Source: an optimization exercise on an open RTL-to-GDS flow (aim: small area, a short achievable clock period and few clock cycles per item). Production flows keep margins and buffers that such runs may drop. In this exercise RTL edits were held to simulation tests only and were not proved equivalent to the original.

==> run.sh <==
#!/bin/bash
# synth_recipe.tcl (not shown) runs the flow's synth.tcl, then flattens the netlist and writes it again
# the make line also repeats each setting of config.mk as NAME=value (left out here)
make -C /OpenROAD-flow-scripts/flow DESIGN_CONFIG=/design/flow/config.mk WORK_HOME=/design/flow/orfs CLKGATE_MAP_FILE= SYNTH_SCRIPT=/design/flow/synth_recipe.tcl finish
==> config.mk <==
export PLATFORM = sky130hd
export DESIGN_NAME = rgpfe_kernel
export DESIGN_NICKNAME = rgpfe_kernel
export VERILOG_FILES = /design/flow/design.v
export SDC_FILE = /design/flow/constraint.sdc
export NUM_CORES = 4
export LEC_CHECK = 0
export CAP_MARGIN = 20
export CORE_MARGIN = 2
export CORE_UTILIZATION = 30
export PLACE_DENSITY = 0.45
export SLEW_MARGIN = 20
==> constraint.sdc <==
create_clock -name core_clock -period 20.0 [get_ports {clk}]
set_input_delay 4.0000 -clock core_clock [delete_from_list [all_inputs] [get_ports {clk}]]
set_output_delay 4.0000 -clock core_clock [all_outputs]
set_load 0.01 [all_outputs]
==> design.v <==
module rgpfe_lane #(
    parameter W = 8
) (
    input  wire [7:0]   mode,
    input  wire [W-1:0] c,
    input  wire [W-1:0] a1,
    input  wire [W-1:0] a2,
    input  wire [W-1:0] a3,
    input  wire [W-1:0] a4,
    input  wire [W-1:0] a5,
    input  wire [W-1:0] a6,
    input  wire [W-1:0] a7,
    input  wire [W-1:0] a8,
    output reg  [W-1:0] y
);
    wire [W-1:0] l0 [0:7];
    wire [W-1:0] l1 [0:7];
    wire [W-1:0] l2 [0:7];
    wire [W-1:0] l3 [0:7];
    wire [W-1:0] l4 [0:7];
    wire [W-1:0] l5 [0:7];
    wire [W-1:0] l6 [0:7];
    assign l0[0] = a1; assign l0[1] = a2; assign l0[2] = a3; assign l0[3] = a4;
    assign l0[4] = a5; assign l0[5] = a6; assign l0[6] = a7; assign l0[7] = a8;
    assign l1[0] = (l0[0] < l0[1]) ? l0[0] : l0[1];
    assign l1[1] = (l0[0] > l0[1]) ? l0[0] : l0[1];
    assign l1[2] = (l0[2] < l0[3]) ? l0[2] : l0[3];
    assign l1[3] = (l0[2] > l0[3]) ? l0[2] : l0[3];
    assign l1[4] = (l0[4] < l0[5]) ? l0[4] : l0[5];
    assign l1[5] = (l0[4] > l0[5]) ? l0[4] : l0[5];
    assign l1[6] = (l0[6] < l0[7]) ? l0[6] : l0[7];
    assign l1[7] = (l0[6] > l0[7]) ? l0[6] : l0[7];
    assign l2[0] = (l1[0] < l1[2]) ? l1[0] : l1[2];
    assign l2[2] = (l1[0] > l1[2]) ? l1[0] : l1[2];
    assign l2[1] = (l1[1] < l1[3]) ? l1[1] : l1[3];
    assign l2[3] = (l1[1] > l1[3]) ? l1[1] : l1[3];
    assign l2[4] = (l1[4] < l1[6]) ? l1[4] : l1[6];
    assign l2[6] = (l1[4] > l1[6]) ? l1[4] : l1[6];
    assign l2[5] = (l1[5] < l1[7]) ? l1[5] : l1[7];
    assign l2[7] = (l1[5] > l1[7]) ? l1[5] : l1[7];
    assign l3[0] = l2[0];
    assign l3[1] = (l2[1] < l2[2]) ? l2[1] : l2[2];
    assign l3[2] = (l2[1] > l2[2]) ? l2[1] : l2[2];
    assign l3[3] = l2[3];
    assign l3[4] = l2[4];
    assign l3[5] = (l2[5] < l2[6]) ? l2[5] : l2[6];
    assign l3[6] = (l2[5] > l2[6]) ? l2[5] : l2[6];
    assign l3[7] = l2[7];
    assign l4[0] = (l3[0] < l3[4]) ? l3[0] : l3[4];
    assign l4[4] = (l3[0] > l3[4]) ? l3[0] : l3[4];
    assign l4[1] = (l3[1] < l3[5]) ? l3[1] : l3[5];
    assign l4[5] = (l3[1] > l3[5]) ? l3[1] : l3[5];
    assign l4[2] = (l3[2] < l3[6]) ? l3[2] : l3[6];
    assign l4[6] = (l3[2] > l3[6]) ? l3[2] : l3[6];
    assign l4[3] = (l3[3] < l3[7]) ? l3[3] : l3[7];
    assign l4[7] = (l3[3] > l3[7]) ? l3[3] : l3[7];
    assign l5[0] = l4[0];
    assign l5[1] = l4[1];
    assign l5[2] = (l4[2] < l4[4]) ? l4[2] : l4[4];
    assign l5[4] = (l4[2] > l4[4]) ? l4[2] : l4[4];
    assign l5[3] = (l4[3] < l4[5]) ? l4[3] : l4[5];
    assign l5[5] = (l4[3] > l4[5]) ? l4[3] : l4[5];
    assign l5[6] = l4[6];
    assign l5[7] = l4[7];
    assign l6[0] = l5[0];
    assign l6[1] = (l5[1] < l5[2]) ? l5[1] : l5[2];
    assign l6[2] = (l5[1] > l5[2]) ? l5[1] : l5[2];
    assign l6[3] = (l5[3] < l5[4]) ? l5[3] : l5[4];
    assign l6[4] = (l5[3] > l5[4]) ? l5[3] : l5[4];
    assign l6[5] = (l5[5] < l5[6]) ? l5[5] : l5[6];
    assign l6[6] = (l5[5] > l5[6]) ? l5[5] : l5[6];
    assign l6[7] = l5[7];
    wire [W-1:0] c_max1 = (c > l6[0]) ? c : l6[0];
    wire [W-1:0] c_max2 = (c > l6[1]) ? c : l6[1];
    wire [W-1:0] c_max3 = (c > l6[2]) ? c : l6[2];
    wire [W-1:0] c_max4 = (c > l6[3]) ? c : l6[3];
    wire [W-1:0] clamp1 = (c_max1 < l6[7]) ? c_max1 : l6[7];
    wire [W-1:0] clamp2 = (c_max2 < l6[6]) ? c_max2 : l6[6];
    wire [W-1:0] clamp3 = (c_max3 < l6[5]) ? c_max3 : l6[5];
    wire [W-1:0] clamp4 = (c_max4 < l6[4]) ? c_max4 : l6[4];
    wire [W+3:0] sum8 = a1 + a2 + a3 + a4 + a5 + a6 + a7 + a8;
    wire [W+3:0] sum9 = sum8 + c;
    wire [W+3:0] mean8_full = (sum8 + 4) >> 3;
    wire [W+3:0] mean9_full = (sum9 + 4) / 9;
    wire [W-1:0] mean8 = mean8_full[W-1:0];
    wire [W-1:0] mean9 = mean9_full[W-1:0];
    wire [W:0]   med_sum = l6[3] + l6[4] + 1;
    wire [W-1:0] median8 = med_sum[W:1];
    always @(*) begin
        case (mode)
            8'h01:   y = clamp1;
            8'h02:   y = clamp2;
            8'h03:   y = clamp3;
            8'h04:   y = clamp4;
            8'h13:   y = mean8;
            8'h14:   y = mean9;
            8'h40:   y = median8;
            default: y = c;    
        endcase
    end
endmodule
module rgpfe_kernel (
    input  wire        clk,
    input  wire        rst,
    input  wire        in_valid,
    output wire        in_ready,
    input  wire [7:0]  in_mode,
    input  wire        in_fmt,      
    input  wire [63:0] in_c,
    input  wire [63:0] in_a1,
    input  wire [63:0] in_a2,
    input  wire [63:0] in_a3,
    input  wire [63:0] in_a4,
    input  wire [63:0] in_a5,
    input  wire [63:0] in_a6,
    input  wire [63:0] in_a7,
    input  wire [63:0] in_a8,
    output wire        out_valid,
    input  wire        out_ready,
    output wire [63:0] out_data
);
    reg        s1_valid;
    reg [7:0]  s1_mode;
    reg        s1_fmt;
    reg [63:0] s1_c, s1_a1, s1_a2, s1_a3, s1_a4, s1_a5, s1_a6, s1_a7, s1_a8;
    reg        s2_valid;
    reg [63:0] s2_data;
    wire s2_ready = !s2_valid || out_ready;
    wire s1_ready = !s1_valid || s2_ready;
    assign in_ready  = s1_ready;
    assign out_valid = s2_valid;
    assign out_data  = s2_data;
    always @(posedge clk) begin
        if (rst)
            s1_valid <= 1'b0;
        else if (s1_ready)
            s1_valid <= in_valid;
    end
    always @(posedge clk) begin
        if (s1_ready && in_valid) begin
            s1_mode <= in_mode;
            s1_fmt  <= in_fmt;
            s1_c    <= in_c;
            s1_a1   <= in_a1;
            s1_a2   <= in_a2;
            s1_a3   <= in_a3;
            s1_a4   <= in_a4;
            s1_a5   <= in_a5;
            s1_a6   <= in_a6;
            s1_a7   <= in_a7;
            s1_a8   <= in_a8;
        end
    end
    wire [63:0] res_u8;
    genvar i;
    generate
        for (i = 0; i < 8; i = i + 1) begin : g_u8
            rgpfe_lane #(.W(8)) u_lane (
                .mode (s1_mode),
                .c    (s1_c [8*i +: 8]),
                .a1   (s1_a1[8*i +: 8]),
                .a2   (s1_a2[8*i +: 8]),
                .a3   (s1_a3[8*i +: 8]),
                .a4   (s1_a4[8*i +: 8]),
                .a5   (s1_a5[8*i +: 8]),
                .a6   (s1_a6[8*i +: 8]),
                .a7   (s1_a7[8*i +: 8]),
                .a8   (s1_a8[8*i +: 8]),
                .y    (res_u8[8*i +: 8])
            );
        end
    endgenerate
    wire [63:0] res_u16;
    generate
        for (i = 0; i < 4; i = i + 1) begin : g_u16
            rgpfe_lane #(.W(16)) u_lane (
                .mode (s1_mode),
                .c    (s1_c [16*i +: 16]),
                .a1   (s1_a1[16*i +: 16]),
                .a2   (s1_a2[16*i +: 16]),
                .a3   (s1_a3[16*i +: 16]),
                .a4   (s1_a4[16*i +: 16]),
                .a5   (s1_a5[16*i +: 16]),
                .a6   (s1_a6[16*i +: 16]),
                .a7   (s1_a7[16*i +: 16]),
                .a8   (s1_a8[16*i +: 16]),
                .y    (res_u16[16*i +: 16])
            );
        end
    endgenerate
    wire [63:0] result = s1_fmt ? res_u16 : res_u8;
    always @(posedge clk) begin
        if (rst)
            s2_valid <= 1'b0;
        else if (s2_ready)
            s2_valid <= s1_valid;
    end
    always @(posedge clk) begin
        if (s2_ready && s1_valid)
            s2_data <= result;
    end
endmodule
==> metrics.yaml <==
crit_slowest_cell: "edfxtp_1"
final_common_cell: "mux2i_1"
highest_layer: "met5"
synth.cell_area_sq_mm: 0.212
yosysTopAreaCell: "ha_1"
vias: 209000
synthesis.nets: 31300
hpwl_um: 835000
viasPerCell: 5.43
r2r_slack_ns: 0.79
worstPathArrival_ns: 19.84
track_usage: 0.260
yosysTopAreaCellShare: 0.216
netlist_instances: 26600
die_h_um: 845
drc: 0
min_to: "s2_valid"
finalSetupViolCount: 0
finalCritPeriodShare: 0.960
coreArea_sq_mm: 0.704
maxSlewViolCount: 0
ys_types: 180
ant_nets: 0
status: "no timing/DRC/antenna violations"
port_buffers: 654
finClkSkew_ns: 0.110
final_cell_mix: "mux2i_1, ha_1, inv_1"
hold_violations: 0
yosys_warnings: 3
fmaxAchievable_mhz: 52.1
drv_cap: 0
fillers: 73500
cts_max_path_buffers: 4
postLayoutCoreUtil: 0.361
worstHoldStart: "s1_valid"
nNetsFinal: 33800
worstMarginPinSlew_ns: 1.26
rr_startpoint: "s1_a2[33]"
synthTopCellsByArea: "ha_1, mux2i_1, edfxtp_1"
grt_pass1_vias: 201000
crit_type: "flop to flop"
rr_endpoint: "s2_data[39]"
tritoncts: "done"
reg2regPathDepth: 114
relSlewSlack: 0.160
crit_path_end_kind: "flop"
antenna_found_initial: 35
synth_edf_count: 649
drt-met1-wl_um: 456000
numCtsBuffers: 97
whs_path_depth: 2
synthArstFlopShare: 0
hold_buffers: 0
drive_above_1_share: 0.139
cp_max_fo: 24
grt_pass1_wl_um: 1390000
crit_required_ns: 20.63
dr.pass1.iters: 6
numClockSinks: 651
grt_overflow_total: 0
root_buffer: "clkbuf_16"
wl_met3_um: 51900
wl_per_cell_um: 25.4
clk-insertion-delay-late_ns: 1.00
synth-seq-cells: 651
grt_max_degree: 94
start_util: 0.301
min_period_ns: 19.21
totalWireLength_um: 977000
ys_seq_area_frac: 0.0920
drt-initial-drc-count: 17300
gp_congestion: 0.979
met2_length_um: 435000
syn2layout_area_growth_pct: 19.8
dieArea_sq_mm: 0.714
ys.flop_type: "edfxtp_1"
rows: 308
die_w_um: 845
rsz0062_at_grt: "true"
htreeDepth: 3
cp-startpoint: "s1_a2[33]"
pin_count: 655
critPathLaunchType: "flop"
holdCritPathClass: "flop to flop"
synth.avg_cell_area_sq_um: 7.99
critPathMaxStageDelay_ns: 0.40
clk_pin_slew_ns: 0.06
[metrics by stage]
step	setup slack (ns)	instance area, sq um	setup TNS, ns	cells	hold slack [ns]
5_1_grt	-0.106	254000	-1.29	38500	0.599
4_1_cts	-0.106	251000	-0.106	38400	0.552
2_1_floorplan	0.0199	212000	0	26600	0.478
3_3_place_gp	-0.343	247000	-1.96	38200	0.527
6_report	0.792	254000	0	38500	0.548
3_5_place_dp	-0.203	247000	-0.745	38200	0.538
[worst max-delay path, delay by kind of cell (launching register included)]
| family | cells | cell delay (ns) |
|---|---|---|
| buffers and inverters | 20 | 3.01 |
| AO/OA/AOI/OAI | 51 | 8.33 |
| adder cells (fa/ha/maj) | 8 | 2.08 |
| multiplexers | 6 | 1.43 |
| flip-flops | 1 | 0.40 |
| AND/OR/NAND/NOR | 29 | 3.55 |
[synthesized netlist by cell type, types with 29 or more instances]
cell,instances
mux2_2,325
o22ai_1,107
o211ai_1,87
nand2_1,1011
a21boi_0,85
or3_1,64
ha_1,3665
or2_2,69
nor2_1,1785
a32o_1,29
nor4_1,55
o21a_1,371
a31o_2,61
o221ai_1,104
a21oi_1,2378
inv_1,3377
o2111ai_1,31
xnor2_1,425
a221oi_1,82
and4_1,41
a21o_1,785
a211o_1,38
and3_1,92
nand3_1,253
and2_1,69
clkbuf_1,642
o21ai_1,136
edfxtp_1,649
a22oi_1,36
a31oi_1,123
o31ai_1,78
nand2b_1,641
fa_1,464
maj3_1,42
a211oi_1,119
mux2i_1,4017
nor2b_1,572
buf_1,232
nand4_1,610
xor2_1,259
nor3_1,188
o21ai_0,1559
o21bai_1,79
[routing by layer]
metal / track usage / up-vias
li1: - / 101000
met1: 0.362 / 101000
met2: 0.422 / 5930
met3: 0.0261 / 999
met4: 0.0771 / 4
met5: 0 / -
[cells by family after synthesis]
| group | count (synthesis) | share of synthesized area |
|---|---|---|
| compound gates | 6757 | 0.198 |
| simple gates | 5641 | 0.134 |
| mux | 4352 | 0.208 |
| buf+inv | 4299 | 0.0770 |
| fa+ha+maj | 4173 | 0.262 |
| xor+xnor | 696 | 0.0293 |
| flops | 651 | 0.0920 |
[registers in the layout, indices dropped and copies added, names as in the netlist]
name,count
s1_a1,64
s1_a5,64
s2_valid,1
s1_fmt,1
s1_a3,64
s2_data,64
s1_c,64
s1_mode,8
s1_a7,64
s1_a2,64
s1_a4,64
s1_valid,1
s1_a6,64
s1_a8,64
[worst max path at each step]
stage | end | slack, ns
after floorplan | s2_data[4] | 0.02
after global placement | s2_data[48] | -0.34
after detailed placement | s2_data[48] | -0.20
after CTS | s2_data[48] | -0.11
after global routing | s2_data[33] | -0.11
final | s2_data[39] | 0.79
[timing repair]
action,in CTS,in global routing
pin swaps,0,99
setup buffers,0,103
setup endpoints to repair,18,64
resized for setup,15,634
cloned,0,8
[final cells by class]
class	instances	area [sq um]	area share
antenna	21	52.6	0.000207
clock buffer	110	2500	0.00982
clock inverter	64	649	0.00255
inverter	3384	12700	0.0500
multi-input combinational	21600	179000	0.706
sequential	651	19500	0.0768
tap	9300	11600	0.0458
timing repair buffer	3351	27800	0.109
Testbench counts, summed over its fixed seeds: cycles 16,016, items 16,000.

## port drivers added, routing unchanged
In the flow no input, the clock included, has a driving cell. The finished layout below was timed again as built, in two steps. Step 1 sets driving cells, clkbuf_16 on the clock port and buf_2 on the other inputs (assumed; they add their load-dependent delay and slew). Step 2 times the ports against the registers' clock, not the clock port: input delays grow and output delays shrink by t, the midpoint of the rising clock arrivals with the driver on. Slacks: no drivers / after step 1 / after step 2; pairs: no drivers / after step 1.
t (ns): 1.075
slack for setup (ns): 0.792 / 0.792 / 0.792
worst setup path after step 2: register to register
After both steps this run still meets setup and hold. For this run, drivers alone change the setup slack by 0.000 ns; drivers and shift together by 0.000 ns.
